Background: an optimization exercise with open tools, aiming at a short achievable clock period. Do not read the settings as production practice. At most, simulation tests tie the RTL to the original design; equivalence was not proved. Only the layout flow was run in runs 1, 2, 4 and 5; the RTL was not checked for function there. Power figures rest on the tool's default switching activity, not on a simulated workload.

**design/flow/run.sh**
```bash
#!/bin/bash
# synth_recipe.tcl (not shown) runs the flow's synth.tcl, then flattens the netlist and writes it again
# the make line also repeats each setting of config.mk as NAME=value (left out here)
make -C /OpenROAD-flow-scripts/flow DESIGN_CONFIG=/design/flow/config.mk WORK_HOME=/design/flow/orfs CLKGATE_MAP_FILE= SYNTH_SCRIPT=/design/flow/synth_recipe.tcl finish
```
**design/flow/design.v**
```verilog
module fsv (
    input  wire         clk,
    input  wire         rst,         
    input  wire         op_valid,
    input  wire [11:0]  op_word,
    output reg  [7:0]   acc,
    output wire [151:0] fb,
    output reg  [4:0]   len,
    output reg          ovf,
    output reg          valid,
    output reg  [7:0]   cmd,
    output reg  [7:0]   tid0,
    output reg  [7:0]   tid1,
    output reg  [15:0]  pm25,
    output reg  [15:0]  pm10,
    output reg  [7:0]   fwy,
    output reg  [7:0]   fwm,
    output reg  [7:0]   fwd,
    output reg  [7:0]   rid0,
    output reg  [7:0]   rid1,
    output reg          pmw,
    output reg          fww,
    output reg          idw,
    output reg  [2:0]   err,
    output reg          fatal
);
    localparam [7:0] HEADER    = 8'hAA;
    localparam [7:0] TAIL      = 8'hAB;
    localparam [7:0] TYPE_CMD  = 8'hB4;
    localparam [7:0] TYPE_ACK  = 8'hC5;
    localparam [7:0] TYPE_DATA = 8'hC0;
    localparam [2:0] E_OK        = 3'd0;
    localparam [2:0] E_INVPARAM  = 3'd1;
    localparam [2:0] E_MALFORMED = 3'd3;
    localparam [2:0] E_ILLEGAL   = 3'd4;
    localparam [2:0] E_OVERFLOW  = 3'd5;
    localparam [2:0] E_RESCMD    = 3'd6;
    function [7:0] sel8;
        input       s;
        input [7:0] a;
        input [7:0] b;
        sel8 = ({8{s}} & a) | ({8{~s}} & b);
    endfunction
    function [7:0] addcs;
        input [7:0] a;
        input [7:0] b;
        reg   [4:0] lo;
        reg   [3:0] h0, h1, a1;
        begin
            lo = {1'b0, a[3:0]} + {1'b0, b[3:0]};
            a1 = a[7:4] + 4'd1;
            h0 = a[7:4] + b[7:4];
            h1 = a1 + b[7:4];
            addcs = {lo[4] ? h1 : h0, lo[3:0]};
        end
    endfunction
    function legal_cmd;
        input [7:0] c;
        legal_cmd = (c == 8'h02) || (c == 8'h04) || (c == 8'h05) ||
                    (c == 8'h06) || (c == 8'h07) || (c == 8'h08);
    endfunction
    reg  [151:0] fb_q;
    wire [7:0]   fbuf [0:18];
    genvar gi;
    generate
        for (gi = 0; gi < 19; gi = gi + 1) begin : g_fb_bytes
            assign fbuf[gi] = fb_q[8*gi +: 8];
        end
    endgenerate
    assign fb = fb_q;
    reg  [19:0] lo;           
    reg  [18:0] th;           
    reg         cl;           
    reg         bok;          
    reg  [7:0]  acc_n;        
    reg  [7:0]  cmd_n;        
    reg  [7:0]  tid0_n;       
    reg  [7:0]  tid1_n;       
    reg  [7:0]  s_all, q, p, snap2, d8, d17;
    reg         rok, cok;     
    wire [7:0] acc_i  = ~acc_n;
    wire [7:0] cmd_i  = ~cmd_n;
    wire [7:0] tid0_i = ~tid0_n;
    wire [7:0] tid1_i = ~tid1_n;
    wire [3:0] opc = op_word[11:8];
    wire [7:0] imm = op_word[7:0];
    wire iz = (imm == 8'h00);
    wire d_csclr  = op_valid && (opc == 4'h1) && iz;
    wire d_csadd  = op_valid && (opc == 4'h2);
    wire d_fclr   = op_valid && (opc == 4'h3) && iz;
    wire d_push   = op_valid && (opc == 4'h4);
    wire d_vcmd   = op_valid && (opc == 4'h5) && iz;
    wire d_vrpl   = op_valid && (opc == 4'h6) && iz;
    wire d_setcmd = op_valid && (opc == 4'h7);
    wire d_setid0 = op_valid && (opc == 4'h8);
    wire d_setid1 = op_valid && (opc == 4'h9);
    wire d_bcmd   = op_valid && (opc == 4'hA) && iz;
    wire d_decpm  = op_valid && (opc == 4'hB) && iz;
    wire d_decfw  = op_valid && (opc == 4'hC) && iz;
    wire d_decid  = op_valid && (opc == 4'hD) && iz;
    wire zop   = (opc == 4'h1) || (opc == 4'h3) || (opc == 4'h5) || (opc == 4'h6) ||
                 (opc == 4'hA) || (opc == 4'hB) || (opc == 4'hC) || (opc == 4'hD);
    wire d_ill = op_valid && ((zop && !iz) || (opc == 4'h0) ||
                              (opc == 4'hE) || (opc == 4'hF));
    wire imm_tail  = (imm == TAIL);
    wire imm_legal = legal_cmd(imm);
    wire full = lo[19];
    wire       pre9, pre18;
    wire [7:0] cs, dsum;
    wire [4:0] len_inc;
    wire [95:0] fdata;                    
    fsv_st u_st (
        .fb_q(fb_q), .lo(lo), .th(th), .p(p), .q(q),
        .s_all(s_all), .snap2(snap2), .d8(d8), .d17(d17),
        .pre9(pre9), .pre18(pre18), .cs(cs), .dsum(dsum),
        .len_inc(len_inc), .fdata(fdata)
    );
    reg  [7:0] frame [0:18];
    integer i;
    always @(*) begin
        frame[0] = HEADER;
        frame[1] = TYPE_CMD;
        frame[2] = cmd_i;
        for (i = 0; i < 12; i = i + 1)
            frame[3 + i] = fdata[8*i +: 8];
        frame[15] = tid0_i;
        frame[16] = tid1_i;
        frame[17] = cs;
        frame[18] = TAIL;
    end
    wire b_ok   = d_bcmd && bok;
    wire p_ok   = d_push && !full;
    wire clr    = rst || d_fclr;
    wire [7:0] acc_nx  = rst ? 8'h00 :
                         d_csclr ? 8'h00 :
                         sel8(d_csadd, addcs(acc_i, imm), acc_i);
    wire [4:0]  len_nx = clr ? 5'd0 :
                         p_ok ? len_inc :
                         b_ok ? 5'd19 : len;
    wire [19:0] lo_nx  = clr ? 20'd1 :
                         p_ok ? {lo[18:0], 1'b0} :
                         b_ok ? (20'd1 << 19) : lo;
    wire [18:0] th_nx  = clr ? 19'd0 :
                         p_ok ? {th[17:0], 1'b1} :
                         b_ok ? {19{1'b1}} : th;
    wire le12_nx = clr ? 1'b1 : p_ok ? !th[11] : b_ok ? 1'b0 : !th[12];
    wire cl_nx   = rst ? 1'b0 : d_setcmd ? imm_legal : cl;
    wire [7:0] cmd_nx  = rst ? 8'h00 : sel8(d_setcmd, imm, cmd_i);
    wire [7:0] tid0_nx = rst ? 8'hFF : sel8(d_setid0, imm, tid0_i);
    wire [7:0] tid1_nx = rst ? 8'hFF : sel8(d_setid1, imm, tid1_i);
    wire [7:0] s_add    = addcs(s_all, imm);
    wire [7:0] s_all_nx = clr ? 8'h00 : sel8(d_push, s_add, s_all);
    wire [7:0] q_nx     = rst ? 8'h00 :
                          d_fclr ? cmd_i :
                          d_push ? addcs(q, imm) :
                          sel8(d_setcmd, s_add, q);
    wire [7:0] p_nx     = rst ? 8'hFE :
                          d_setid0 ? addcs(tid1_i, imm) :
                          sel8(d_setid1, addcs(tid0_i, imm), p);
    always @(posedge clk) begin
        acc    <= acc_nx;
        acc_n  <= ~acc_nx;
        len    <= len_nx;
        lo     <= lo_nx;
        th     <= th_nx;
        cl     <= cl_nx;
        bok    <= cl_nx && le12_nx;
        cmd    <= cmd_nx;
        cmd_n  <= ~cmd_nx;
        tid0   <= tid0_nx;
        tid0_n <= ~tid0_nx;
        tid1   <= tid1_nx;
        tid1_n <= ~tid1_nx;
        s_all  <= s_all_nx;
        q      <= q_nx;
        p      <= p_nx;
        snap2  <= sel8(lo[2], s_all, snap2);
        d8     <= sel8(lo[8], dsum, d8);
        d17    <= sel8(lo[17], dsum, d17);
        ovf    <= !clr && ((d_push && full) || ovf);
        rok    <= !rst && (d_push ? (pre9 && imm_tail) :
                           (d_fclr || b_ok) ? 1'b0 : rok);
        cok    <= !rst && (d_push ? (pre18 && imm_tail) :
                           d_fclr ? 1'b0 : (b_ok || cok));
        valid  <= !rst && (d_vcmd ? cok : d_vrpl ? rok : valid);
        pm25   <= rst ? 16'h0000 :
                  (d_decpm && rok) ? {fbuf[3], fbuf[2]} : pm25;
        pm10   <= rst ? 16'h0000 :
                  (d_decpm && rok) ? {fbuf[5], fbuf[4]} : pm10;
        pmw    <= !rst && ((d_decpm && rok) || pmw);
        fwy    <= rst ? 8'h00 : sel8(d_decfw && rok, fbuf[3], fwy);
        fwm    <= rst ? 8'h00 : sel8(d_decfw && rok, fbuf[4], fwm);
        fwd    <= rst ? 8'h00 : sel8(d_decfw && rok, fbuf[5], fwd);
        fww    <= !rst && ((d_decfw && rok) || fww);
        rid0   <= rst ? 8'h00 : sel8((d_decfw || d_decid) && rok, fbuf[6], rid0);
        rid1   <= rst ? 8'h00 : sel8((d_decfw || d_decid) && rok, fbuf[7], rid1);
        idw    <= !rst && (((d_decfw || d_decid) && rok) || idw);
        fatal  <= 1'b0;
        if (rst)
            err <= E_OK;
        else if (d_ill)
            err <= E_ILLEGAL;
        else if (d_push)
            err <= full ? E_OVERFLOW : E_OK;
        else if (d_bcmd)
            err <= !cl ? E_RESCMD : !bok ? E_INVPARAM : E_OK;
        else if (d_decpm || d_decfw || d_decid)
            err <= rok ? E_OK : E_MALFORMED;
        else if (op_valid)
            err <= E_OK;
    end
    generate
        for (gi = 0; gi < 19; gi = gi + 1) begin : g_fb_cells
            wire [7:0] held;
            if (gi < 12) begin : g_low
                assign held = sel8(b_ok, frame[gi], fb_q[8*gi +: 8]);
            end else begin : g_high
                assign held = fb_q[8*gi +: 8];
            end
            always @(posedge clk)
                fb_q[8*gi +: 8] <= rst ? 8'h00 :
                                   sel8(d_push && lo[gi], imm,
                                        sel8(th[gi], held, frame[gi]));
        end
    endgenerate
endmodule
module fsv_st (
    input  wire [151:0] fb_q,
    input  wire [19:0]  lo,
    input  wire [18:0]  th,
    input  wire [7:0]   p,        
    input  wire [7:0]   q,        
    input  wire [7:0]   s_all,
    input  wire [7:0]   snap2,
    input  wire [7:0]   d8,
    input  wire [7:0]   d17,
    output wire         pre9,     
    output wire         pre18,    
    output wire [7:0]   cs,       
    output wire [7:0]   dsum,     
    output reg  [4:0]   len_inc,  
    output reg  [95:0]  fdata     
);
    wire [7:0] fbuf [0:18];
    genvar gi;
    generate
        for (gi = 0; gi < 19; gi = gi + 1) begin : g_fb_bytes
            assign fbuf[gi] = fb_q[8*gi +: 8];
        end
    endgenerate
    assign pre9  = lo[9] && (fbuf[0] == 8'hAA) &&
                   ((fbuf[1] == 8'hC5) || (fbuf[1] == 8'hC0)) &&
                   (d8 == fbuf[8]);
    assign pre18 = lo[18] && (fbuf[0] == 8'hAA) && (fbuf[1] == 8'hB4) &&
                   (d17 == fbuf[17]);
    assign cs    = p + q;
    assign dsum  = s_all - snap2;
    integer i;
    always @(*) begin
        len_inc = 5'd0;
        for (i = 0; i < 19; i = i + 1)
            if (lo[i]) len_inc = len_inc | (i + 1);
        for (i = 0; i < 12; i = i + 1)
            fdata[8*i +: 8] = th[i] ? fbuf[i] : 8'h00;
    end
endmodule
```
**design/flow/config.mk**
```make
export PLATFORM = sky130hd
export DESIGN_NAME = fsv
export DESIGN_NICKNAME = fsv
export VERILOG_FILES = /design/flow/design.v
export SDC_FILE = /design/flow/constraint.sdc
export NUM_CORES = 4
export LEC_CHECK = 0
export ABC_CLOCK_PERIOD_IN_PS = 300
export CAP_MARGIN = 20
export CORE_MARGIN = 2
export CORE_UTILIZATION = 40
export PLACE_DENSITY = 0.6
export SETUP_SLACK_MARGIN = 4.6
export SLEW_MARGIN = 20
export SYNTH_HIERARCHICAL = 1
```
**design/flow/constraint.sdc**
```tcl
create_clock -name core_clock -period 7.0 [get_ports {clk}]
set_input_delay 1.4000 -clock core_clock [delete_from_list [all_inputs] [get_ports {clk}]]
set_output_delay 1.4000 -clock core_clock [all_outputs]
set_load 0.01 [all_outputs]
```
==> results of run 1 <==
cell families (layout without fill, tap and decap cells):
kind of cell | Yosys count | count (layout)
fa+ha+maj | 71 | 71
other cells | 1 | 1
mux | 46 | 46
buf+inv | 245 | 766
flops | 392 | 392
simple gates | 995 | 1015
compound gates | 414 | 414
xor+xnor | 54 | 54
where the power goes:
group	internal [mW]	leakage [nW]	total, mW	switching [mW]
Clock	1.39	0.717	2.40	1.01
Combinational	0.216	7.88	0.494	0.279
Sequential	2.26	3.32	2.30	0.0424
Total	3.86	11.9	5.19	1.33
per-module statistics from Yosys, one instance, submodules excluded:
module | area [sq um] | cells
fsv | 16800 | 1999
fsv_st | 1500 | 219
cells in the final DEF, fill, tap and decap left out, types with 46 or more instances in the layout:
master     instances
dfxtp_2          180
a21oi_1           90
nand3_1           92
a21oi_2           78
dfxtp_4           79
nor2_1           234
and2_1            98
inv_1             82
nand2_4           71
nor3_1            49
clkbuf_16         55
a311oi_1          46
nand2_2           50
nand2_1          223
dfxtp_1          109
buf_6            298
buf_4            227
through the flow:
stage	worst slack, ps	util [%]	power, mW
5_1_grt	3940	65.3	5.33
3_3_place_gp	2190	48.5	2.70
2_1_floorplan	3540	-	2.57
6_report	3940	65.3	5.19
4_1_cts	4090	59.0	5.15
3_5_place_dp	2160	48.5	2.71
worst reg2reg max path: stages (launching register included):
cell and delay [ps]:
dfxtp_1 720, nand4_1 390, or3_4 460, buf_12 150, nor3_4 210, buf_6 170, nand2_4 60, a21oi_2 150
layer usage:
layer | share of wire [%] | vias to the layer above | global-route usage, %
met3 | 10 | 310 | 5.61
li1 | - | 8694 | -
met2 | 47 | 1164 | 50.6
met4 | 6.2 | 2 | 12.6
met1 | 37 | 9436 | 38.8
met5 | 0.014 | - | 0
repair_timing:
| item | 4_1_cts | 5_1_grt |
|---|---|---|
| pin swaps | 49 | 251 |
| cloned | 25 | 20 |
| setup endpoints to repair | 636 | 590 |
| buffers inserted | 191 | 85 |
| resized for setup | 1860 | 451 |
layout make-up:
| type | count | area (sq um) | share of cell area, % |
|---|---|---|---|
| Tap cell | 600 | 751 | 2.54 |
| Clock buffer | 63 | 1270 | 4.31 |
| Multi-Input combinational cell | 1601 | 11900 | 40.2 |
| Inverter | 87 | 337 | 1.14 |
| Clock inverter | 16 | 200 | 0.677 |
| Timing Repair Buffer | 600 | 6500 | 22.0 |
| Sequential cell | 392 | 8610 | 29.1 |
path summary, 6_finish.rpt:
path | startpoint | end | slack [ps]
min | flip-flop | flip-flop | 460
max reg2reg | rok | flip-flop | 4600
max | op_word[0] | flip-flop | 3940
min reg2reg | flip-flop | flip-flop | 460
Yosys cell counts, types with 4 or more instances:
library cell / count
a21o_1: 13
a211oi_1: 45
a211o_1: 15
and2_1: 100
nor2_1: 250
mux2i_1: 44
nand3_1: 120
and3_1: 9
clkbuf_1: 106
dfxtp_1: 368
a22o_1: 8
o21ai_0: 44
buf_2: 23
buf_1: 20
xnor2_1: 38
xor2_1: 16
fa_1: 17
nand2b_1: 23
o211ai_1: 5
nor3_1: 69
a21oi_1: 173
inv_1: 87
nand4_1: 11
a311oi_1: 78
buf_4: 6
ha_1: 54
nor2b_1: 11
nor4_1: 12
nand2_1: 358
a221oi_1: 8
nor3b_1: 4
nand4b_1: 4
edfxtp_1: 24
==> flow_metrics.env, run 1 <==
export IMPL_rsz0062_at_grt="true"
export IMPL_grt_overflow=0
export IMPL_cts_htree_levels=2
export IMPL_critPathSlowestCell="fa_2"
export IMPL_grt_usage_pct=30.4
export IMPL_yosys_area_top_type="dfxtp_1"
export IMPL_synth_simple_area_share_pct=24.8
export IMPL_antenna_cells=0
export IMPL_slew_violations=0
export IMPL_grt_pass1_vias=17755
export IMPL_ys_top_cells_by_area="dfxtp_1 (40%), nand2_1 (7.3%), nor2_1 (5.1%)"
export IMPL_synth_enable_flop_cells=24
export IMPL_status="complete, no violations"
export IMPL_fill_cells=3531
export IMPL_die_h_um=218
export IMPL_viasPerCell=5.84
export IMPL_rows=78
export IMPL_ys_seq_elements=392
export IMPL_slowest_delay_ps=340
export IMPL_yosysTopAreaCellShare_pct=40.3
export IMPL_hold_depth=2
export IMPL_place_congestion=0.885
export IMPL_synthDistinctLibCells=70
export IMPL_synth_mux_area_share_pct=2.53
export IMPL_cap_violations=0
export IMPL_fin_setup_tns_ps=0
export IMPL_fmax_ghz=0.326
export IMPL_power_leakage_nw=11.9
export IMPL_path_common_cell="buf_12"
export IMPL_crit_buf_inv=5
export IMPL_insertion_delay_ps=580
export IMPL_slew_headroom_pct=29.8
export IMPL_ys_warn_count=9
export IMPL_place_area_sq_mm=0.0220
export IMPL_vdd_ir_drop_worst_mv=0.167
export IMPL_crit_family="compound AO/OA/AOI/OAI gates"
export IMPL_drc_errors=0
export IMPL_root_buffer="clkbuf_16"
export IMPL_setup_viol=0
export IMPL_max_slew_worst_pin_slew_ps=1050
export IMPL_yosysSeqAreaShare_pct=44.2
export IMPL_final_cell_count_no_fill=3359
export IMPL_syn_avg_cell_area_sq_um=8.25
export IMPL_yosys_area_share_adder_pct=5.56
export IMPL_worst_path_stages=13
export IMPL_fin_crit_sh_pct=43.8
export IMPL_layout_nets=2813
export IMPL_power_density_mw_per_mm2=176
export IMPL_synth_top_family_by_area="simple AND/OR/NAND/NOR gates"
export IMPL_reg2reg_depth=7
export IMPL_antenna_found_initial=2
export IMPL_async_flop_share_pct=0
export IMPL_worstPathCellList="buf_12, buf_12, buf_12, buf_12, ha_4, inv_1, fa_2, nand2b_4, a21oi_4, mux2i_1, xnor2_1, a221oi_1, a221oi_2"
export IMPL_timing_hold_ws_ps=460
export IMPL_arrival_ps=3480
export IMPL_drtPass1Iterations=7
export IMPL_die_w_um=218
export IMPL_fin_area_sq_mm=0.0296
export IMPL_area_growth_pct=61.7
export IMPL_drt_iter0_markers=2166
export IMPL_hold_violations=0
export IMPL_skew_ps=17.8
export IMPL_grt_max_degree=103
export IMPL_crit_required_ps=7420
export IMPL_via_count=19606
export IMPL_setup_worst_path_start_class="primary input"
export IMPL_dp_cells=2959
export IMPL_routed_wl_um=80800
export IMPL_cts_sinks=392
export IMPL_place_hpwl_um=43300
export IMPL_start_util_pct=40.4
export IMPL_cts_tree="built"
export IMPL_core_area_sq_mm=0.0453
export IMPL_wl_per_cell_um=24.1
export IMPL_ant_nets=0
export IMPL_crit_type="in2reg"
export IMPL_grt_pass1_wl_um=110000
export IMPL_synth_nets=2304
export IMPL_syn_inst=2218
export IMPL_drive_gt1_share_pct=49.8
export IMPL_clkTransAtPathRegs_ps=60
export IMPL_synth_compound_area_share_pct=14.8
export IMPL_hold_class="reg2reg"
export IMPL_endpoint_kind="flip-flop"
export IMPL_cp_max_fo=4
export IMPL_synth_area_sq_mm=0.0183
export IMPL_period_needed_ps=3060
export IMPL_synth_xor_area_share_pct=2.59
export IMPL_io_buffers=283
export IMPL_cts_buffers=45
export IMPL_cts_hold_buf=0
export IMPL_synth_ff_type="dfxtp_1"
export IMPL_cts_max_path_buffers=3
export IMPL_ios=285
export IMPL_dieArea_sq_mm=0.0474
==> run 2, diff against run 1 <==
--- a/design/flow/design.v
+++ b/design/flow/design.v
@@ -43,13 +43,21 @@
     endfunction
-    function [7:0] addcs;
+    function [7:0] addf;
         input [7:0] a;
         input [7:0] b;
-        reg   [4:0] lo;
-        reg   [3:0] h0, h1, a1;
+        reg   [7:0] c;
+        reg         t;
+        integer k, j, m;
         begin
-            lo = {1'b0, a[3:0]} + {1'b0, b[3:0]};
-            a1 = a[7:4] + 4'd1;
-            h0 = a[7:4] + b[7:4];
-            h1 = a1 + b[7:4];
-            addcs = {lo[4] ? h1 : h0, lo[3:0]};
+            c[0] = 1'b0;
+            for (k = 1; k < 8; k = k + 1) begin
+                c[k] = 1'b0;
+                for (j = 0; j < k; j = j + 1) begin
+                    t = a[j] & b[j];
+                    for (m = j + 1; m < k; m = m + 1)
+                        t = t & (a[m] | b[m]);
+                    c[k] = c[k] | t;
+                end
+            end
+            for (k = 0; k < 8; k = k + 1)
+                addf[k] = a[k] ^ (b[k] ^ c[k]);
         end
@@ -135,3 +143,3 @@
                          d_csclr ? 8'h00 :
-                         sel8(d_csadd, addcs(acc_i, imm), acc_i);
+                         sel8(d_csadd, addf(acc_i, imm), acc_i);
     wire [4:0]  len_nx = clr ? 5'd0 :
@@ -150,3 +158,3 @@
     wire [7:0] tid1_nx = rst ? 8'hFF : sel8(d_setid1, imm, tid1_i);
-    wire [7:0] s_add    = addcs(s_all, imm);
+    wire [7:0] s_add    = addf(s_all, imm);
     wire [7:0] s_all_nx = clr ? 8'h00 : sel8(d_push, s_add, s_all);
@@ -154,7 +162,7 @@
                           d_fclr ? cmd_i :
-                          d_push ? addcs(q, imm) :
+                          d_push ? addf(q, imm) :
                           sel8(d_setcmd, s_add, q);
     wire [7:0] p_nx     = rst ? 8'hFE :
-                          d_setid0 ? addcs(tid1_i, imm) :
-                          sel8(d_setid1, addcs(tid0_i, imm), p);
+                          d_setid0 ? addf(tid1_i, imm) :
+                          sel8(d_setid1, addf(tid0_i, imm), p);
     always @(posedge clk) begin
==> run 2 against run 1 <==
Still clean; combinational power about the same; global-route usage rose by 1.3 points; sequential share of layout area shrank 0.70 points; power shrank 0.54%; clock-buffer cell count down 1; synthesized area up 0.48%; core utilization grew 1.5 points; clock power hardly changed; final cell count decreased by 0.18%; sequential power about the same; sequential cell count is the same.
==> flow_metrics.env, run 2 <==
export IMPL_die_w_um=218
export IMPL_worstPathCellList="buf_16, buf_12, ha_4, maj3_2, maj3_2, maj3_2, xnor2_4, xnor2_2, nand2_1, a21oi_2"
export IMPL_hold_class="reg2reg"
export IMPL_area_growth_pct=64.9
export IMPL_vdd_ir_drop_worst_mv=0.176
export IMPL_syn_inst=2200
export IMPL_via_count=19356
export IMPL_max_slew_worst_pin_slew_ps=1030
export IMPL_power_leakage_nw=12.5
export IMPL_slowest_delay_ps=360
export IMPL_grt_usage_pct=31.7
export IMPL_slew_headroom_pct=31.6
export IMPL_viasPerCell=5.77
export IMPL_yosysTopAreaCellShare_pct=40.1
export IMPL_hold_violations=0
export IMPL_core_area_sq_mm=0.0454
export IMPL_cp_startpoint="op_word[0]"
export IMPL_async_flop_share_pct=0
export IMPL_endpoint_kind="flip-flop"
export IMPL_clkTransAtPathRegs_ps=60
export IMPL_place_hpwl_um=43400
export IMPL_synth_common_cells="dfxtp_1 (368), nand2_1 (351), nor2_1 (247)"
export IMPL_skew_ps=26.3
export IMPL_syn_avg_cell_area_sq_um=8.35
export IMPL_cts_max_path_buffers=3
export IMPL_layout_common_cells="buf_6 (304), buf_4 (218), nor2_1 (207)"
export IMPL_insertion_delay_ps=600
export IMPL_ys_warn_count=9
export IMPL_grt_pass1_vias=18238
export IMPL_arrival_ps=3490
export IMPL_ios=285
export IMPL_cts_hold_buf=0
export IMPL_place_congestion=0.898
export IMPL_reg2reg_depth=8
export IMPL_cts_buffers=45
export IMPL_die_h_um=218
export IMPL_cts_tree="built"
export IMPL_setup_viol=0
export IMPL_synth_enable_flop_cells=24
export IMPL_worst_hold_startpoint="pm10[12]"
export IMPL_crit_type="in2reg"
export IMPL_grt_overflow=0
export IMPL_yosysSeqAreaShare_pct=44.0
export IMPL_setup_worst_path_start_class="primary input"
export IMPL_grt_max_degree=101
export IMPL_crit_required_ps=7510
export IMPL_cp_max_fo=7
export IMPL_grt_pass1_wl_um=115000
export IMPL_holdPathEnd="pm10[12]"
export IMPL_root_buffer="clkbuf_16"
export IMPL_cap_violations=0
export IMPL_final_common_cell="buf_6"
export IMPL_synth_area_sq_mm=0.0184
export IMPL_slew_violations=0
export IMPL_dieArea_sq_mm=0.0477
export IMPL_cts_htree_levels=2
export IMPL_fmax_ghz=0.335
export IMPL_drive_gt1_share_pct=55.8
export IMPL_wl_per_cell_um=24.4
export IMPL_synthDistinctLibCells=86
export IMPL_path_common_cell="maj3_2"
export IMPL_critPathSlowestCell="maj3_2"
export IMPL_totalPowerFinal_mw=5.16
export IMPL_cts_sinks=392
export IMPL_drt_iter0_markers=1641
export IMPL_rows=78
export IMPL_synth_ff_type="dfxtp_1"
export IMPL_fin_setup_tns_ps=0
export IMPL_start_util_pct=40.5
export IMPL_rsz0062_at_grt="true"
export IMPL_antenna_found_initial=2
export IMPL_antenna_cells=0
export IMPL_crit_buf_inv=2
export IMPL_crit_family="adder cells"
export IMPL_status="complete, no violations"
export IMPL_io_buffers=283
export IMPL_worst_path_stages=10
export IMPL_hold_depth=2
export IMPL_drtPass1Iterations=6
export IMPL_fin_crit_sh_pct=42.7
export IMPL_drc_errors=0
export IMPL_layout_nets=2763
export IMPL_synth_nets=2241
export IMPL_yosys_area_top_type="dfxtp_1"
export IMPL_yosysMostFrequentCell="dfxtp_1"
export IMPL_ant_nets=0
export IMPL_ys_seq_elements=392
export IMPL_period_needed_ps=2990
export IMPL_power_density_mw_per_mm2=170
export IMPL_r2r_slack_ps=4730
export IMPL_ys_top_cells_by_area="dfxtp_1 (40%), nand2_1 (7.2%), nor2_1 (5.0%)"
export IMPL_routed_wl_um=81800
[run 2: changes by cell type after synthesis, sizes merged, moves of 13 or more]
cell	change
a211o	-14
nand2	+13
inv	-23
a21oi	-17
xnor2	+22
nor3	-34
and2	+17
buf	+22
ha	-35
o21ai	+24
clkbuf	-18
[run 2: routing by layer]
metal  GRT usage, %  up-vias  part of all wire, %
met2           52.9      930                   47
met5              0        -                0.035
li1               -     8683                    -
met1           39.7     9478                   39
met3           5.87      261                  7.9
met4           14.9        4                  6.0
[run 2: worst max path at each step]
stage	to	slack [ps]
3_5_place_dp	flip-flop	2220
3_3_place_gp	flip-flop	2270
4_1_cts	flip-flop	4090
5_1_grt	flip-flop	4030
6_report	flip-flop	4010
2_1_floorplan	flip-flop	3850
[run 2: metrics by stage]
| step | hold slack [ps] | worst slack, ps | util (%) | instance area [sq um] | std cells |
|---|---|---|---|---|---|
| 2_1_floorplan | 441 | 3850 | - | 20100 | 2200 |
| 5_1_grt | 474 | 4030 | 66.8 | 30300 | 3353 |
| 3_3_place_gp | 440 | 2270 | 49.5 | 22500 | 2940 |
| 4_1_cts | 457 | 4090 | 62.1 | 28200 | 3292 |
| 6_report | 462 | 4010 | 66.8 | 30300 | 3353 |
| 3_5_place_dp | 446 | 2220 | 49.5 | 22500 | 2940 |
[run 2: logic make-up after synthesis]
kind of cell | Yosys count | share of synthesized area (%)
other cells | 1 | 0.0204
fa+ha+maj | 37 | 2.68
xor+xnor | 76 | 3.75
compound gates | 429 | 15.7
mux | 54 | 2.94
flops | 392 | 44.0
simple gates | 985 | 25.5
buf+inv | 226 | 5.44
[run 2: worst min-delay path, delay by kind of cell, from the launching register on]
family | cells | cell delay (ps)
AOI/OAI and AO/OA | 1 | 50
and+or+nand+nor | 1 | 50
DFF | 1 | 320
[run 2: report_power, final]
part | internal (mW) | switching [mW]
Clock | 1.38 | 0.993
Combinational | 0.212 | 0.280
Sequential | 2.26 | 0.0432
Total | 3.85 | 1.32
[run 2: Yosys stat by module, one instance, submodules excluded]
module,flip-flops and latches,cells inside,area [sq um],times used
fsv_st,0,219,1500,1
fsv,392,1981,16900,1
[run 2: timing repair]
action	CTS	global route
resized for setup	1906	388
gates cloned	37	9
setup buffers	237	52
pin swaps	119	211
setup endpoints to repair	637	607
[run 2: final cells by class]
cell class                      instances  area [sq um]
Clock buffer                           62          1310
Sequential cell                       392          8610
Timing Repair Buffer                  611          6770
Multi-Input combinational cell       1608         12500
Fill cell                            3533         15100
Inverter                               64           258
Clock inverter                         16           149
Tap cell                              600           751
==> run 3, diff against run 2 <==
--- a/design/flow/design.v
+++ b/design/flow/design.v
@@ -42,23 +42,2 @@
         sel8 = ({8{s}} & a) | ({8{~s}} & b);
-    endfunction
-    function [7:0] addf;
-        input [7:0] a;
-        input [7:0] b;
-        reg   [7:0] c;
-        reg         t;
-        integer k, j, m;
-        begin
-            c[0] = 1'b0;
-            for (k = 1; k < 8; k = k + 1) begin
-                c[k] = 1'b0;
-                for (j = 0; j < k; j = j + 1) begin
-                    t = a[j] & b[j];
-                    for (m = j + 1; m < k; m = m + 1)
-                        t = t & (a[m] | b[m]);
-                    c[k] = c[k] | t;
-                end
-            end
-            for (k = 0; k < 8; k = k + 1)
-                addf[k] = a[k] ^ (b[k] ^ c[k]);
-        end
     endfunction
@@ -143,3 +122,3 @@
                          d_csclr ? 8'h00 :
-                         sel8(d_csadd, addf(acc_i, imm), acc_i);
+                         sel8(d_csadd, acc_i + imm, acc_i);
     wire [4:0]  len_nx = clr ? 5'd0 :
@@ -158,3 +137,3 @@
     wire [7:0] tid1_nx = rst ? 8'hFF : sel8(d_setid1, imm, tid1_i);
-    wire [7:0] s_add    = addf(s_all, imm);
+    wire [7:0] s_add    = s_all + imm;
     wire [7:0] s_all_nx = clr ? 8'h00 : sel8(d_push, s_add, s_all);
@@ -162,7 +141,7 @@
                           d_fclr ? cmd_i :
-                          d_push ? addf(q, imm) :
+                          d_push ? q + imm :
                           sel8(d_setcmd, s_add, q);
     wire [7:0] p_nx     = rst ? 8'hFE :
-                          d_setid0 ? addf(tid1_i, imm) :
-                          sel8(d_setid1, addf(tid0_i, imm), p);
+                          d_setid0 ? tid1_i + imm :
+                          sel8(d_setid1, tid0_i + imm, p);
     always @(posedge clk) begin
==> design/flow/flow/run.sh (new file) <==
#!/bin/bash
# Layout flow: the standard layout (standard.sh, with its standard
# synthesis script), with slow gates that stack four transistors (and the
# full/half adder cells, which the resizer cannot size) added to the
# don't-use list, so that synthesis maps decoders and adders to gates the
# resizer can size. Registers are unaffected.
set -euo pipefail
DU=""
for c in a2111o_1 a2111o_2 a2111o_4 a2111oi_0 a2111oi_1 a2111oi_2 a2111oi_4 \
         a311o_1 a311o_2 a311o_4 a311oi_1 a311oi_2 a311oi_4 \
         a41o_1 a41o_2 a41o_4 a41oi_1 a41oi_2 a41oi_4 \
         fa_1 fa_2 fa_4 fah_1 fahcin_1 fahcon_1 ha_1 ha_2 ha_4 \
         nor4_1 nor4_2 nor4_4 nor4b_1 nor4b_2 nor4b_4 nor4bb_1 nor4bb_2 nor4bb_4 \
         o2111a_1 o2111a_2 o2111a_4 o2111ai_1 o2111ai_2 o2111ai_4 \
         o311a_1 o311a_2 o311a_4 o311ai_0 o311ai_1 o311ai_2 o311ai_4 \
         o41a_1 o41a_2 o41a_4 o41ai_1 o41ai_2 o41ai_4 \
         or4_1 or4_2 or4_4 or4b_1 or4b_2 or4b_4 or4bb_1 or4bb_2 or4bb_4; do
  DU="$DU sky130_fd_sc_hd__$c"
done
echo "export DONT_USE_CELLS += $DU" >> config.mk
bash standard.sh finish > standard.log 2>&1
==> design/flow/standard.sh (new file) <==
#!/bin/bash
# synth_recipe.tcl (not shown) runs the flow's synth.tcl, then flattens the netlist and writes it again
# the make line also repeats each setting of config.mk as NAME=value (left out here)
make -C /OpenROAD-flow-scripts/flow DESIGN_CONFIG=/design/flow/config.mk WORK_HOME=/design/flow/orfs CLKGATE_MAP_FILE= SYNTH_SCRIPT=/design/flow/synth_recipe.tcl "${@:-finish}"
--- a/design/flow/config.mk
+++ b/design/flow/config.mk
@@ -15 +15,2 @@
 export SYNTH_HIERARCHICAL = 1
+export DONT_USE_CELLS +=  sky130_fd_sc_hd__a2111o_1 sky130_fd_sc_hd__a2111o_2 sky130_fd_sc_hd__a2111o_4 sky130_fd_sc_hd__a2111oi_0 sky130_fd_sc_hd__a2111oi_1 sky130_fd_sc_hd__a2111oi_2 sky130_fd_sc_hd__a2111oi_4 sky130_fd_sc_hd__a311o_1 sky130_fd_sc_hd__a311o_2 sky130_fd_sc_hd__a311o_4 sky130_fd_sc_hd__a311oi_1 sky130_fd_sc_hd__a311oi_2 sky130_fd_sc_hd__a311oi_4 sky130_fd_sc_hd__a41o_1 sky130_fd_sc_hd__a41o_2 sky130_fd_sc_hd__a41o_4 sky130_fd_sc_hd__a41oi_1 sky130_fd_sc_hd__a41oi_2 sky130_fd_sc_hd__a41oi_4 sky130_fd_sc_hd__fa_1 sky130_fd_sc_hd__fa_2 sky130_fd_sc_hd__fa_4 sky130_fd_sc_hd__fah_1 sky130_fd_sc_hd__fahcin_1 sky130_fd_sc_hd__fahcon_1 sky130_fd_sc_hd__ha_1 sky130_fd_sc_hd__ha_2 sky130_fd_sc_hd__ha_4 sky130_fd_sc_hd__nor4_1 sky130_fd_sc_hd__nor4_2 sky130_fd_sc_hd__nor4_4 sky130_fd_sc_hd__nor4b_1 sky130_fd_sc_hd__nor4b_2 sky130_fd_sc_hd__nor4b_4 sky130_fd_sc_hd__nor4bb_1 sky130_fd_sc_hd__nor4bb_2 sky130_fd_sc_hd__nor4bb_4 sky130_fd_sc_hd__o2111a_1 sky130_fd_sc_hd__o2111a_2 sky130_fd_sc_hd__o2111a_4 sky130_fd_sc_hd__o2111ai_1 sky130_fd_sc_hd__o2111ai_2 sky130_fd_sc_hd__o2111ai_4 sky130_fd_sc_hd__o311a_1 sky130_fd_sc_hd__o311a_2 sky130_fd_sc_hd__o311a_4 sky130_fd_sc_hd__o311ai_0 sky130_fd_sc_hd__o311ai_1 sky130_fd_sc_hd__o311ai_2 sky130_fd_sc_hd__o311ai_4 sky130_fd_sc_hd__o41a_1 sky130_fd_sc_hd__o41a_2 sky130_fd_sc_hd__o41a_4 sky130_fd_sc_hd__o41ai_1 sky130_fd_sc_hd__o41ai_2 sky130_fd_sc_hd__o41ai_4 sky130_fd_sc_hd__or4_1 sky130_fd_sc_hd__or4_2 sky130_fd_sc_hd__or4_4 sky130_fd_sc_hd__or4b_1 sky130_fd_sc_hd__or4b_2 sky130_fd_sc_hd__or4b_4 sky130_fd_sc_hd__or4bb_1 sky130_fd_sc_hd__or4bb_2 sky130_fd_sc_hd__or4bb_4
removed: design/flow/run.sh
==> run 3 against run 2 <==
Critical path depth increased by 3; core utilization is 2.4 points lower; largest power group unchanged; sequential cell count unchanged; synthesized area fell by 1.5%; still clean on timing, DRC and antenna; wire length down 5.3%; sequential share of layout area increased by 1.7 points; die area decreased by 1.5%; maximum frequency is 7.6% higher; final area down 5.6%.
==> flow_metrics.env, run 3 <==
export IMPL_setup_viol=0
export IMPL_rows=77
export IMPL_syn_avg_cell_area_sq_um=8.43
export IMPL_yosysTopAreaCellShare_pct=40.7
export IMPL_synth_ff_type="dfxtp_1"
export IMPL_antenna_found_initial=1
export IMPL_power_density_mw_per_mm2=180
export IMPL_synth_common_cells="dfxtp_1 (368), nor2_1 (308), nand2_1 (273)"
export IMPL_slowest_delay_ps=280
export IMPL_fmax_ghz=0.360
export IMPL_timing_hold_ws_ps=458
export IMPL_setup_worst_path_start_class="primary input"
export IMPL_ant_nets=0
export IMPL_synth_nets=2161
export IMPL_rsz0062_at_grt="true"
export IMPL_via_count=18420
export IMPL_antenna_cells=0
export IMPL_vdd_ir_drop_worst_mv=0.199
export IMPL_crit_type="in2reg"
export IMPL_drtPass1Iterations=5
export IMPL_root_buffer="clkbuf_16"
export IMPL_place_hpwl_um=42300
export IMPL_io_buffers=283
export IMPL_yosysMostFrequentCell="dfxtp_1"
export IMPL_die_w_um=217
export IMPL_cts_buffers=44
export IMPL_max_slew_worst_pin_slew_ps=852
export IMPL_hold_violations=0
export IMPL_core_area_sq_mm=0.0444
export IMPL_status="complete, no violations"
export IMPL_die_h_um=217
export IMPL_cts_max_path_buffers=3
export IMPL_cts_hold_buf=0
export IMPL_async_flop_share_pct=0
export IMPL_cap_violations=0
export IMPL_synthDistinctLibCells=78
export IMPL_yosysSeqAreaShare_pct=44.7
export IMPL_cts_tree="built"
export IMPL_synth_area_sq_mm=0.0181
export IMPL_wl_per_cell_um=23.8
export IMPL_yosys_area_top_type="dfxtp_1"
export IMPL_routed_wl_um=77400
export IMPL_ys_warn_count=9
export IMPL_crit_buf_inv=6
export IMPL_layout_nets=2646
export IMPL_grt_overflow=0
export IMPL_ios=285
export IMPL_clkTransAtPathRegs_ps=60
export IMPL_endpoint_kind="flip-flop"
export IMPL_final_cell_count_no_fill=3255
export IMPL_cts_htree_levels=2
export IMPL_fin_ws_ps=4230
export IMPL_start_util_pct=40.7
export IMPL_drive_gt1_share_pct=49.3
export IMPL_drt_iter0_markers=1516
export IMPL_cp_max_fo=7
export IMPL_area_growth_pct=58.0
export IMPL_final_common_cell="nor2_1"
export IMPL_hold_class="reg2reg"
export IMPL_path_common_cell="buf_12"
export IMPL_ys_seq_elements=392
export IMPL_skew_ps=24.4
export IMPL_crit_required_ps=7450
export IMPL_grt_pass1_wl_um=109000
export IMPL_fin_area_sq_mm=0.0286
export IMPL_grt_max_degree=98
export IMPL_period_needed_ps=2770
export IMPL_fill_cells=3484
export IMPL_crit_family="simple AND/OR/NAND/NOR gates"
export IMPL_grt_usage_pct=30.8
export IMPL_synth_enable_flop_cells=24
export IMPL_slew_headroom_pct=43.1
export IMPL_slew_violations=0
export IMPL_place_congestion=0.856
export IMPL_grt_pass1_vias=17288
export IMPL_dp_cells=2888
export IMPL_insertion_delay_ps=590
export IMPL_layout_common_cells="nor2_1 (290), buf_6 (288), buf_4 (223)"
export IMPL_arrival_ps=3220
export IMPL_critPathSlowestCell="and4_4"
export IMPL_viasPerCell=5.66
export IMPL_fin_setup_tns_ps=0
export IMPL_worstPathCellList="buf_12, buf_6, nor2_4, and4_4, buf_12, nand2_8, buf_6, buf_12, nor3_4, buf_12, nand2_8, nand2_4, a21oi_2"
export IMPL_totalPowerFinal_mw=5.15
export IMPL_dieArea_sq_mm=0.0470
export IMPL_place_ws_ps=2290
export IMPL_cts_sinks=392
export IMPL_ys_top_cells_by_area="dfxtp_1 (41%), nor2_1 (6.4%), mux2i_1 (6.1%)"
export IMPL_final_util_pct=64.4
export IMPL_syn_inst=2146
export IMPL_power_leakage_nw=12.3
export IMPL_drc_errors=0
export IMPL_place_area_sq_mm=0.0217
export IMPL_fin_crit_sh_pct=39.6
[run 3: changes by cell type in the layout (fill, tap and decap cells not counted), moves of 15 or more]
cell and delta:
o21ai_2 -25, a211oi_1 +66, a311oi_1 -30, nor2_1 +83
nand2_1 -42, nand3_1 -74, mux2i_1 +53, a21oi_1 +40
buf_6 -16, nand2_2 -46, nor2_2 -15, a311oi_2 -49
xnor2_1 +16
[run 3: final cells by class]
class                   count  area (sq um)  area share (%)
clock buffers              69          1360            4.76
multi-input cells        1577         11600            40.7
flip-flops and latches    392          8600            30.1
well taps                 592           741            2.59
inverters                  49           219           0.766
clock inverters             9           113           0.394
repair buffers            567          5930            20.7
[run 3: final timing paths]
path	start	to	slack, ps	cells past startpoint
setup / recovery	op_word[1]	flip-flop	4230	13
hold reg to reg	pm10[7]	pm10[7]	460	2
hold / removal	pm10[7]	pm10[7]	460	2
setup reg to reg	tid0_n[1]	flip-flop	4720	7
[run 3: logic make-up (layout without fill, tap and decap cells)]
kind of cell             Yosys count  count (layout)  share of synthesized area (%)
AO/OA/AOI/OAI                    452             452                           16.3
XOR/XNOR                          98              98                           4.78
adder cells (fa/ha/maj)           13              13                          0.795
buffers and inverters            194             694                           4.53
flip-flops                       392             392                           44.7
multiplexers                     113             113                           6.26
other                              1               1                         0.0207
AND/OR/NAND/NOR                  883             900                           22.6
[run 3: metal layers]
| metal | global-route usage, % | wire, um | vias up |
|---|---|---|---|
| li1 | - | - | 8390 |
| met1 | 38.0 | 30700 | 8944 |
| met2 | 51.3 | 36100 | 855 |
| met3 | 5.85 | 6080 | 229 |
| met4 | 15.4 | 4550 | 2 |
| met5 | 0 | 12 | - |
[run 3: report_power, final]
group          switching, mW  internal, mW  leakage (nW)
Combinational          0.264         0.194          8.27
Clock                  0.981          1.41         0.730
Sequential            0.0460          2.26          3.32
Total                   1.29          3.86          12.3
[run 3: timing repair]
action / CTS / global route
pin swaps: 157 / 217
setup endpoints to repair: 637 / 559
gates cloned: 21 / 8
endpoints found under the hold margin: 0 / 0
resized for setup: 1913 / 304
buffers inserted: 211 / 49
[run 3: Yosys stat by module, one instance, submodules excluded]
module | cells inside | flip-flops and latches
fsv | 1908 | 392
fsv_st | 238 | 0
[run 3: worst register-to-register path: cells and delay by family, from the launching register on]
family	cells	cell delay [ps]
and+or+nand+nor	1	270
DFF	1	640
muxes	1	170
AOI/OAI and AO/OA	4	720
adders and majority gates	1	360
==> run 4, diff against run 3 <==
--- a/design/flow/design.v
+++ b/design/flow/design.v
@@ -65,3 +65,3 @@
     reg  [7:0]  tid1_n;       
-    reg  [7:0]  s_all, q, p, snap2, d8, d17;
+    reg  [7:0]  s_all, snap2, d8, d17;
     reg         rok, cok;     
@@ -99,4 +99,4 @@
     fsv_st u_st (
-        .fb_q(fb_q), .lo(lo), .th(th), .p(p), .q(q),
-        .s_all(s_all), .snap2(snap2), .d8(d8), .d17(d17),
+        .fb_q(fb_q), .lo(lo), .th(th), .cmd(cmd_i), .tid0(tid0_i),
+        .tid1(tid1_i), .s_all(s_all), .snap2(snap2), .d8(d8), .d17(d17),
         .pre9(pre9), .pre18(pre18), .cs(cs), .dsum(dsum),
@@ -137,11 +137,3 @@
     wire [7:0] tid1_nx = rst ? 8'hFF : sel8(d_setid1, imm, tid1_i);
-    wire [7:0] s_add    = s_all + imm;
-    wire [7:0] s_all_nx = clr ? 8'h00 : sel8(d_push, s_add, s_all);
-    wire [7:0] q_nx     = rst ? 8'h00 :
-                          d_fclr ? cmd_i :
-                          d_push ? q + imm :
-                          sel8(d_setcmd, s_add, q);
-    wire [7:0] p_nx     = rst ? 8'hFE :
-                          d_setid0 ? tid1_i + imm :
-                          sel8(d_setid1, tid0_i + imm, p);
+    wire [7:0] s_all_nx = clr ? 8'h00 : sel8(d_push, s_all + imm, s_all);
     always @(posedge clk) begin
@@ -161,4 +153,2 @@
         s_all  <= s_all_nx;
-        q      <= q_nx;
-        p      <= p_nx;
         snap2  <= sel8(lo[2], s_all, snap2);
@@ -217,4 +207,5 @@
     input  wire [18:0]  th,
-    input  wire [7:0]   p,        
-    input  wire [7:0]   q,        
+    input  wire [7:0]   cmd,
+    input  wire [7:0]   tid0,
+    input  wire [7:0]   tid1,
     input  wire [7:0]   s_all,
@@ -242,3 +233,3 @@
                    (d17 == fbuf[17]);
-    assign cs    = p + q;
+    assign cs    = cmd + tid0 + tid1 + s_all;
     assign dsum  = s_all - snap2;
==> run 4 against run 3 <==
Die area decreased by 6.7%; clock-buffer cell count decreased by 4; via count decreased by 6.0%; highest routed layer is now met4; still clean on timing, DRC and antenna; power shrank 5.2%; final area shrank 2.2%; maximum frequency shrank 12%; non-clock buffer count increased by 70.
==> flow_metrics.env, run 4 <==
export IMPL_die_h_um=209
export IMPL_hold_depth=2
export IMPL_root_buffer="clkbuf_16"
export IMPL_cts_hold_buf=0
export IMPL_endpoint_kind="flip-flop"
export IMPL_place_congestion=0.827
export IMPL_crit_required_ps=7480
export IMPL_hold_class="reg2reg"
export IMPL_r2r_start="tid0_n[2]"
export IMPL_cts_sinks=376
export IMPL_start_util_pct=40.4
export IMPL_cts_htree_levels=2
export IMPL_period_needed_ps=3150
export IMPL_reg2reg_depth=10
export IMPL_max_slew_worst_pin_slew_ps=1040
export IMPL_r2r_slack_ps=3850
export IMPL_ios=285
export IMPL_final_common_cell="buf_6"
export IMPL_synth_compound_area_share_pct=14.2
export IMPL_cts_max_path_buffers=3
export IMPL_hold_violations=0
export IMPL_fin_crit_sh_pct=45.0
export IMPL_synth_mux_area_share_pct=6.29
export IMPL_routed_wl_um=73500
export IMPL_synth_ff_type="dfxtp_1"
export IMPL_synth_xor_area_share_pct=5.09
export IMPL_status="complete, no violations"
export IMPL_grt_pass1_vias=16326
export IMPL_cts_buffers=43
export IMPL_arrival_ps=3630
export IMPL_power_density_mw_per_mm2=174
export IMPL_grt_max_degree=95
export IMPL_io_buffers=283
export IMPL_via_count=17312
export IMPL_synth_common_cells="dfxtp_1 (352), nor2_1 (302), nand2_1 (256)"
export IMPL_place_hpwl_um=37400
export IMPL_crit_type="reg2reg"
export IMPL_cp_max_fo=3
export IMPL_ys_top_cells_by_area="dfxtp_1 (42%), nor2_1 (6.7%), mux2i_1 (6.3%)"
export IMPL_drive_gt1_share_pct=54.3
export IMPL_rows=75
export IMPL_skew_ps=22.8
export IMPL_synth_nets=1990
export IMPL_grt_overflow=0
export IMPL_worst_hold_startpoint="pm10[6]"
export IMPL_rsz0062_at_grt="true"
export IMPL_power_leakage_nw=12.1
export IMPL_yosysTopAreaCellShare_pct=41.8
export IMPL_ys_seq_elements=376
export IMPL_yosys_area_share_adder_pct=0.927
export IMPL_insertion_delay_ps=590
export IMPL_ant_nets=0
export IMPL_viasPerCell=5.55
export IMPL_cts_tree="built"
export IMPL_setup_viol=0
export IMPL_area_growth_pct=65.8
export IMPL_drtPass1Iterations=6
export IMPL_syn_avg_cell_area_sq_um=8.54
export IMPL_slew_violations=0
export IMPL_layout_nets=2559
export IMPL_final_util_pct=67.0
export IMPL_clkTransAtPathRegs_ps=60
export IMPL_core_area_sq_mm=0.0418
export IMPL_vdd_ir_drop_worst_mv=0.212
export IMPL_slew_headroom_pct=30.3
export IMPL_synthDistinctLibCells=72
export IMPL_synth_simple_area_share_pct=22.5
export IMPL_dieArea_sq_mm=0.0438
export IMPL_wl_per_cell_um=23.6
export IMPL_die_w_um=209
export IMPL_grt_pass1_wl_um=103000
export IMPL_yosysSeqAreaShare_pct=46.0
export IMPL_syn_inst=1975
export IMPL_setup_worst_path_start_class="flip-flop"
export IMPL_drc_errors=0
export IMPL_fmax_ghz=0.317
export IMPL_synth_top_family_by_area="simple AND/OR/NAND/NOR gates"
export IMPL_layout_common_cells="buf_6 (296), nor2_1 (275), buf_4 (259)"
export IMPL_yosysMostFrequentCell="dfxtp_1"
export IMPL_synth_enable_flop_cells=24
export IMPL_async_flop_share_pct=0
export IMPL_synth_area_sq_mm=0.0169
export IMPL_cap_violations=0
export IMPL_holdPathEnd="pm10[6]"
export IMPL_fin_setup_tns_ps=0
export IMPL_drt_iter0_markers=1426
export IMPL_ys_warn_count=9
export IMPL_yosys_area_top_type="dfxtp_1"
export IMPL_timing_hold_ws_ps=469
export IMPL_grt_usage_pct=31.3
export IMPL_antenna_found_initial=1
[run 4: metrics by stage]
step | instances | area [sq um] | setup slack, ps | power (mW)
2_1_floorplan | 1975 | 17800 | 4110 | 2.45
3_3_place_gp | 2678 | 20500 | 2320 | 2.57
3_5_place_dp | 2678 | 20500 | 2230 | 2.57
4_1_cts | 3038 | 26300 | 3930 | 4.86
5_1_grt | 3116 | 28000 | 3770 | 5.02
6_report | 3117 | 28000 | 3850 | 4.88
[run 4: worst max-delay path by stage]
stage	from	depth (start not counted)	endpoint	slack, ps
after global placement	op_word[9]	8	bok	2320
after detailed placement	op_word[8]	7	bok	2230
after floorplan	op_word[0]	8	flip-flop	4110
after global routing	tid0_n[2]	10	flip-flop	3770
after CTS	tid1_n[2]	10	flip-flop	3930
final	tid0_n[2]	10	flip-flop	3850
[run 4: report_power, final]
group | internal [mW] | total [mW] | switching, mW | leakage (nW)
logic | 0.222 | 0.470 | 0.248 | 8.19
clock network | 1.27 | 2.20 | 0.929 | 0.669
registers | 2.17 | 2.21 | 0.0405 | 3.19
[run 4: kinds of logic (layout without fill, tap and decap cells)]
group,count (synthesis),count (layout)
compound gates,381,382
xor+xnor,83,83
fa+ha+maj,15,15
buf+inv,198,781
flops,376,376
mux,106,106
other cells,1,2
simple gates,815,833
[run 4: Yosys stat by module, one instance, submodules excluded]
module,cells inside,flip-flops and latches,cell area [sq um],copies in the design
fsv_st,261,0,1910,1
fsv,1714,376,15000,1
[run 4: metal layers]
metal | vias up | global-route usage, % | share of wire [%]
met5 | - | 0 | 0
met3 | 232 | 5.66 | 8.0
li1 | 7888 | - | -
met2 | 816 | 51.5 | 47
met4 | 0 | 15.5 | 5.2
met1 | 8376 | 39.7 | 39
[run 4: critical path, stage by stage (launching register included)]
cell and delay (ps):
dfxtp_2 350, inv_2 70, xor3_2 450, maj3_2 350, a32o_1 240, o32a_1 380
a221o_1 340, maj3_2 330, xnor2_2 140, mux2i_1 100, a211oi_1 310
[run 4: what timing repair did]
item,CTS,global route
resized for setup,1997,273
endpoints found under the setup margin,627,571
pin swaps,123,178
setup buffers,246,75
cloned,36,3
hold endpoints to repair,0,0
[run 4: layout make-up]
cell class | count | area, sq um
fill | 3091 | 13800
sequential | 376 | 8300
clock buffer | 65 | 1250
timing repair buffer | 637 | 6920
antenna | 1 | 2.50
clock inverter | 13 | 105
tap | 539 | 674
inverter | 66 | 250
multi-input combinational | 1420 | 10500
==> run 5, diff against run 4 <==
--- a/design/flow/design.v
+++ b/design/flow/design.v
@@ -65,3 +65,3 @@
     reg  [7:0]  tid1_n;       
-    reg  [7:0]  s_all, snap2, d8, d17;
+    reg  [7:0]  s_all, q, p, snap2, d8, d17;
     reg         rok, cok;     
@@ -73,16 +73,37 @@
     wire [7:0] imm = op_word[7:0];
-    wire iz = (imm == 8'h00);
-    wire d_csclr  = op_valid && (opc == 4'h1) && iz;
-    wire d_csadd  = op_valid && (opc == 4'h2);
-    wire d_fclr   = op_valid && (opc == 4'h3) && iz;
-    wire d_push   = op_valid && (opc == 4'h4);
-    wire d_vcmd   = op_valid && (opc == 4'h5) && iz;
-    wire d_vrpl   = op_valid && (opc == 4'h6) && iz;
-    wire d_setcmd = op_valid && (opc == 4'h7);
-    wire d_setid0 = op_valid && (opc == 4'h8);
-    wire d_setid1 = op_valid && (opc == 4'h9);
-    wire d_bcmd   = op_valid && (opc == 4'hA) && iz;
-    wire d_decpm  = op_valid && (opc == 4'hB) && iz;
-    wire d_decfw  = op_valid && (opc == 4'hC) && iz;
-    wire d_decid  = op_valid && (opc == 4'hD) && iz;
+    wire z01, z23, z45, z67, nzl, nzh, iz;
+    fsv_nor2  u_z01 (.a(imm[0]), .b(imm[1]), .y(z01));
+    fsv_nor2  u_z23 (.a(imm[2]), .b(imm[3]), .y(z23));
+    fsv_nor2  u_z45 (.a(imm[4]), .b(imm[5]), .y(z45));
+    fsv_nor2  u_z67 (.a(imm[6]), .b(imm[7]), .y(z67));
+    fsv_nand2 u_nzl (.a(z01), .b(z23), .y(nzl));
+    fsv_nand2 u_nzh (.a(z45), .b(z67), .y(nzh));
+    fsv_nor2  u_iz  (.a(nzl), .b(nzh), .y(iz));      
+    wire [3:0] hi, lo2;                              
+    fsv_dec2  u_hi (.a(opc[3]), .b(opc[2]), .y(hi));
+    fsv_dec2  u_lo (.a(opc[1]), .b(opc[0]), .y(lo2));
+    wire vz, nvz;                                    
+    fsv_and2  u_vz  (.a(op_valid), .b(iz), .y(vz));
+    wire [15:0] nhl, dz, dv;
+    genvar gk;
+    generate
+        for (gk = 0; gk < 16; gk = gk + 1) begin : g_dec
+            fsv_nand2 u_hl (.a(hi[gk / 4]), .b(lo2[gk % 4]), .y(nhl[gk]));
+            fsv_and2b u_dz (.an(nhl[gk]), .b(vz), .y(dz[gk]));         
+            fsv_and2b u_dv (.an(nhl[gk]), .b(op_valid), .y(dv[gk]));   
+        end
+    endgenerate
+    wire d_csclr  = dz[1];
+    wire d_csadd  = dv[2];
+    wire d_fclr   = dz[3];
+    wire d_push   = dv[4];
+    wire d_vcmd   = dz[5];
+    wire d_vrpl   = dz[6];
+    wire d_setcmd = dv[7];
+    wire d_setid0 = dv[8];
+    wire d_setid1 = dv[9];
+    wire d_bcmd   = dz[10];
+    wire d_decpm  = dz[11];
+    wire d_decfw  = dz[12];
+    wire d_decid  = dz[13];
     wire zop   = (opc == 4'h1) || (opc == 4'h3) || (opc == 4'h5) || (opc == 4'h6) ||
@@ -99,4 +120,4 @@
     fsv_st u_st (
-        .fb_q(fb_q), .lo(lo), .th(th), .cmd(cmd_i), .tid0(tid0_i),
-        .tid1(tid1_i), .s_all(s_all), .snap2(snap2), .d8(d8), .d17(d17),
+        .fb_q(fb_q), .lo(lo), .th(th), .p(p), .q(q),
+        .s_all(s_all), .snap2(snap2), .d8(d8), .d17(d17),
         .pre9(pre9), .pre18(pre18), .cs(cs), .dsum(dsum),
@@ -137,3 +158,11 @@
     wire [7:0] tid1_nx = rst ? 8'hFF : sel8(d_setid1, imm, tid1_i);
-    wire [7:0] s_all_nx = clr ? 8'h00 : sel8(d_push, s_all + imm, s_all);
+    wire [7:0] s_add    = s_all + imm;
+    wire [7:0] s_all_nx = clr ? 8'h00 : sel8(d_push, s_add, s_all);
+    wire [7:0] q_nx     = rst ? 8'h00 :
+                          d_fclr ? cmd_i :
+                          d_push ? q + imm :
+                          sel8(d_setcmd, s_add, q);
+    wire [7:0] p_nx     = rst ? 8'hFE :
+                          d_setid0 ? tid1_i + imm :
+                          sel8(d_setid1, tid0_i + imm, p);
     always @(posedge clk) begin
@@ -153,2 +182,4 @@
         s_all  <= s_all_nx;
+        q      <= q_nx;
+        p      <= p_nx;
         snap2  <= sel8(lo[2], s_all, snap2);
@@ -207,5 +238,4 @@
     input  wire [18:0]  th,
-    input  wire [7:0]   cmd,
-    input  wire [7:0]   tid0,
-    input  wire [7:0]   tid1,
+    input  wire [7:0]   p,        
+    input  wire [7:0]   q,        
     input  wire [7:0]   s_all,
@@ -233,3 +263,3 @@
                    (d17 == fbuf[17]);
-    assign cs    = cmd + tid0 + tid1 + s_all;
+    assign cs    = p + q;
     assign dsum  = s_all - snap2;
@@ -244 +274,19 @@
 endmodule
+module fsv_nor2 (input wire a, input wire b, output wire y);
+    assign y = ~(a | b);
+endmodule
+module fsv_nand2 (input wire a, input wire b, output wire y);
+    assign y = ~(a & b);
+endmodule
+module fsv_and2 (input wire a, input wire b, output wire y);
+    assign y = a & b;
+endmodule
+module fsv_and2b (input wire an, input wire b, output wire y);
+    assign y = ~an & b;
+endmodule
+module fsv_dec2 (input wire a, input wire b, output wire [3:0] y);
+    assign y[0] = ~a & ~b;
+    assign y[1] = ~a &  b;
+    assign y[2] =  a & ~b;
+    assign y[3] =  a &  b;
+endmodule
==> design/flow/run.sh (new file) <==
#!/bin/bash
# synth_recipe.tcl (not shown) runs the flow's synth.tcl, then flattens the netlist and writes it again
# the make line also repeats each setting of config.mk as NAME=value (left out here)
make -C /OpenROAD-flow-scripts/flow DESIGN_CONFIG=/design/flow/config.mk WORK_HOME=/design/flow/orfs CLKGATE_MAP_FILE= SYNTH_SCRIPT=/design/flow/synth_recipe.tcl finish
==> design/flow/config.mk (replaced) <==
export PLATFORM = sky130hd
export DESIGN_NAME = fsv
export DESIGN_NICKNAME = fsv
export VERILOG_FILES = /design/flow/design.v
export SDC_FILE = /design/flow/constraint.sdc
export NUM_CORES = 4
export LEC_CHECK = 0
export ABC_CLOCK_PERIOD_IN_PS = 300
export CAP_MARGIN = 20
export CORE_MARGIN = 2
export CORE_UTILIZATION = 40
export PLACE_DENSITY = 0.6
export SETUP_SLACK_MARGIN = 4.6
export SLEW_MARGIN = 20
export SYNTH_HIERARCHICAL = 1
export SYNTH_MINIMUM_KEEP_SIZE = 0
removed: design/flow/flow/run.sh
removed: design/flow/standard.sh
==> run 5 against run 4 <==
Still clean on timing, DRC and antenna; clock skew up 5.4 ps; global-route usage down 0.25 points; sequential share of layout area fell by 0.64 points; sequential power rose by 4%; clock power rose by 7%; critical path type is now in2reg.
==> flow_metrics.env, run 5 <==
export IMPL_core_area_sq_mm=0.0451
export IMPL_synth_compound_area_share_pct=15.0
export IMPL_arrival_ps=3480
export IMPL_cts_max_path_buffers=3
export IMPL_slew_violations=0
export IMPL_insertion_delay_ps=610
export IMPL_use_met2_pct=52.6
export IMPL_slowest_delay_ps=210
export IMPL_routed_wl_um=77700
export IMPL_ys_seq_elements=392
export IMPL_synth_xor_area_share_pct=2.88
export IMPL_synth_simple_area_share_pct=22.0
export IMPL_dieArea_sq_mm=0.0470
export IMPL_crit_family="simple AND/OR/NAND/NOR gates"
export IMPL_synth_common_cells="dfxtp_1 (368), nand2_1 (342), nor2_1 (250)"
export IMPL_power_leakage_nw=12.0
export IMPL_ios=285
export IMPL_yosys_area_top_type="dfxtp_1"
export IMPL_period_needed_ps=2950
export IMPL_clkTransAtPathRegs_ps=70
export IMPL_drt_iter0_markers=1683
export IMPL_path_common_cell="buf_12"
export IMPL_root_buffer="clkbuf_16"
export IMPL_synth_enable_flop_cells=24
export IMPL_grt_overflow=0
export IMPL_vdd_ir_drop_worst_mv=0.188
export IMPL_yosysTopAreaCellShare_pct=40.6
export IMPL_ys_top_cells_by_area="dfxtp_1 (41%), nand2_1 (7.1%), mux2i_1 (6.6%)"
export IMPL_grt_pass1_vias=17308
export IMPL_power_density_mw_per_mm2=175
export IMPL_max_slew_worst_pin_slew_ps=941
export IMPL_setup_worst_path_start_class="primary input"
export IMPL_fin_area_sq_mm=0.0296
export IMPL_drive_gt1_share_pct=50.8
export IMPL_grt_use_met3_pct=5.48
export IMPL_cts_tree="built"
export IMPL_synthDistinctLibCells=68
export IMPL_yosysSeqAreaShare_pct=44.6
export IMPL_timing_hold_ws_ps=458
export IMPL_r2r_slack_ps=4690
export IMPL_fmax_ghz=0.339
export IMPL_grt_max_degree=87
export IMPL_endpoint_kind="flip-flop"
export IMPL_cts_sinks=392
export IMPL_fin_setup_tns_ps=0
export IMPL_setup_viol=0
export IMPL_status="complete, no violations"
export IMPL_final_common_cell="buf_6"
export IMPL_cts_buffers=45
export IMPL_hold_depth=2
export IMPL_cp_max_fo=5
export IMPL_crit_type="in2reg"
export IMPL_ant_nets=0
export IMPL_via_count=18456
export IMPL_rsz0062_at_grt="true"
export IMPL_grt_pass1_wl_um=110000
export IMPL_holdPathEnd="pm25[5]"
export IMPL_drc_errors=0
export IMPL_cap_violations=0
export IMPL_area_growth_pct=63.3
export IMPL_wl_per_cell_um=23.3
export IMPL_fin_crit_sh_pct=42.2
export IMPL_worst_hold_startpoint="pm25[5]"
export IMPL_start_util_pct=40.2
export IMPL_rows=78
export IMPL_synth_area_sq_mm=0.0181
export IMPL_slew_headroom_pct=37.2
export IMPL_async_flop_share_pct=0
export IMPL_place_hpwl_um=41100
export IMPL_layout_nets=2764
export IMPL_hold_class="reg2reg"
export IMPL_viasPerCell=5.54
export IMPL_ys_warn_count=9
export IMPL_final_util_pct=65.7
export IMPL_cp_startpoint="op_word[0]"
export IMPL_yosysMostFrequentCell="dfxtp_1"
export IMPL_critPathSlowestCell="and2_4"
export IMPL_syn_avg_cell_area_sq_um=8.54
export IMPL_place_ws_ps=2480
export IMPL_synth_ff_type="dfxtp_1"
export IMPL_hold_violations=0
export IMPL_yosys_area_share_adder_pct=4.15
export IMPL_die_w_um=217
export IMPL_crit_buf_inv=7
export IMPL_die_h_um=217
export IMPL_cts_hold_buf=0
export IMPL_skew_ps=28.2
export IMPL_grt_usage_pct=31.1
export IMPL_place_congestion=0.843
export IMPL_reg2reg_depth=8
export IMPL_cts_htree_levels=2
export IMPL_io_buffers=283
export IMPL_globalRouteMet1Util_pct=38.6
export IMPL_drtPass1Iterations=5
export IMPL_synth_nets=2195
export IMPL_layout_common_cells="buf_6 (298), buf_4 (243), nand2_1 (235)"
export IMPL_busiest_layer="met2"
export IMPL_syn_inst=2124
export IMPL_place_area_sq_mm=0.0222
export IMPL_synth_top_family_by_area="simple AND/OR/NAND/NOR gates"
export IMPL_fin_ws_ps=4050
export IMPL_crit_required_ps=7530
export IMPL_synth_mux_area_share_pct=6.69
export IMPL_worstPathCellList="buf_12, buf_12, buf_12, nor2_4, nand2_2, nor2_4, and2_4, nor2b_4, buf_12, nand2_8, buf_4, nand2_8, buf_12, buf_16, o22ai_1, nor2_1"
export IMPL_antenna_found_initial=2
-- run 5: cell types whose count changed after synthesis, moves of 17 or more --
cell / before / now
nand2b_1: 11 / 34
nor2_1: 302 / 250
clkbuf_1: 73 / 90
inv_1: 65 / 82
nand2_1: 256 / 342
ha_1: 0 / 49
buf_2: 44 / 25
-- run 5: timing repair --
item / CTS / global route
setup buffers: 223 / 86
gates resized for setup: 1916 / 268
cloned: 39 / 8
pin swaps: 152 / 125
setup endpoints to repair: 637 / 602
-- run 5: final cells by class --
type / count / area (sq um)
Antenna cell: 1 / 2.50
Clock inverter: 15 / 133
Multi-Input combinational cell: 1548 / 11800
Clock buffer: 69 / 1330
Tap cell: 600 / 751
Timing Repair Buffer: 624 / 6660
Fill cell: 3582 / 15500
Inverter: 82 / 333
Sequential cell: 392 / 8600
-- run 5: worst max-delay path by stage --
stage,end,cells past startpoint
global route,acc[6],14
floorplan,flip-flop,8
detailed placement,flip-flop,10
global placement,pm25[11],10
CTS,flip-flop,13
finish,th[2],16
-- run 5: kinds of logic (layout without fill, tap and decap cells) --
family	after synthesis	in the layout
DFF	392	392
muxes	121	121
xor gates and xnor gates	58	58
buffers and inverters	215	790
and+or+nand+nor	858	886
adders and majority gates	56	56
other	1	2
AOI/OAI and AO/OA	423	426
-- run 5: where the power goes --
part           total, mW  internal (mW)  switching, mW
combinational      0.514          0.239          0.275
clock               2.36           1.35           1.01
sequential          2.30           2.26         0.0376
total               5.17           3.85           1.32
-- run 5: Yosys stat by module, one instance, submodules excluded --
module     cells  copies in the design  cell area [sq um]
fsv         1863                     1              16300
fsv_dec2       4                     2               26.3
fsv_nand2      1                    15               3.75
fsv_nor2       1                     5               3.75
fsv_and2       1                     1               6.26
fsv_and2b      1                    13               13.8
fsv_st       219                     1               1500
-- run 5: metal layers --
layer | vias up | wire [um] | part of all wire [%]
li1 | 8465 | - | -
met1 | 8975 | 30800 | 40
met2 | 788 | 37600 | 48
met3 | 226 | 5420 | 7.0
met4 | 2 | 3870 | 5.0
met5 | - | 12 | 0.015
-- run 5: worst register-to-register path, delay by kind of cell, from the launching register on --
| family | cells | cell delay, ps |
|---|---|---|
| buf+inv | 1 | 80 |
| flops | 1 | 420 |
| compound gates | 3 | 710 |
| simple gates | 2 | 220 |
| fa+ha+maj | 2 | 630 |
-- run 5: stage by stage --
stage          cells  power [mW]
2_1_floorplan   2124        2.57
3_3_place_gp    2889        2.70
3_5_place_dp    2889        2.71
4_1_cts         3235        5.13
5_1_grt         3330        5.30
6_report        3331        5.17

separate check: timing with driven ports:
In the flow no input, the clock included, has a driving cell. The finished layouts below were timed again as built, in two steps.
Step 1 (the two cells are an assumption about what drives the block):
set clk [get_ports {clk}]
set_driving_cell -lib_cell sky130_fd_sc_hd__clkbuf_16 $clk
set_driving_cell -lib_cell sky130_fd_sc_hd__buf_2 [delete_from_list [all_inputs] $clk]
Step 2 times the ports against the registers' clock, not the clock port: input delays grow and output delays shrink by t, the midpoint of the rising clock arrivals with the driver on.
a / b / c = no drivers / after step 1 / after step 2; a / b = the first two.
run	t (ns)	slack for setup (ns)	clock arrival spread, ns	worst slew at a driven data input, ns	cell pins on the clock port's net
run 1	0.632	3.936 / 3.929 / 3.297	0.020 / 0.020	0.09	1
run 2	0.643	4.014 / 4.009 / 3.365	0.027 / 0.027	0.22	1
run 3	0.639	4.225 / 4.231 / 3.592	0.028 / 0.029	0.07	1
run 4	0.634	3.849 / 3.849 / 3.688	0.026 / 0.026	0.09	1
run 5	0.651	4.049 / 4.062 / 3.410	0.029 / 0.029	0.07	1
After both steps every run listed still meets setup and hold. For run 2, which loses most, drivers alone change the setup slack by -0.005 ns; drivers and shift together by -0.649 ns.
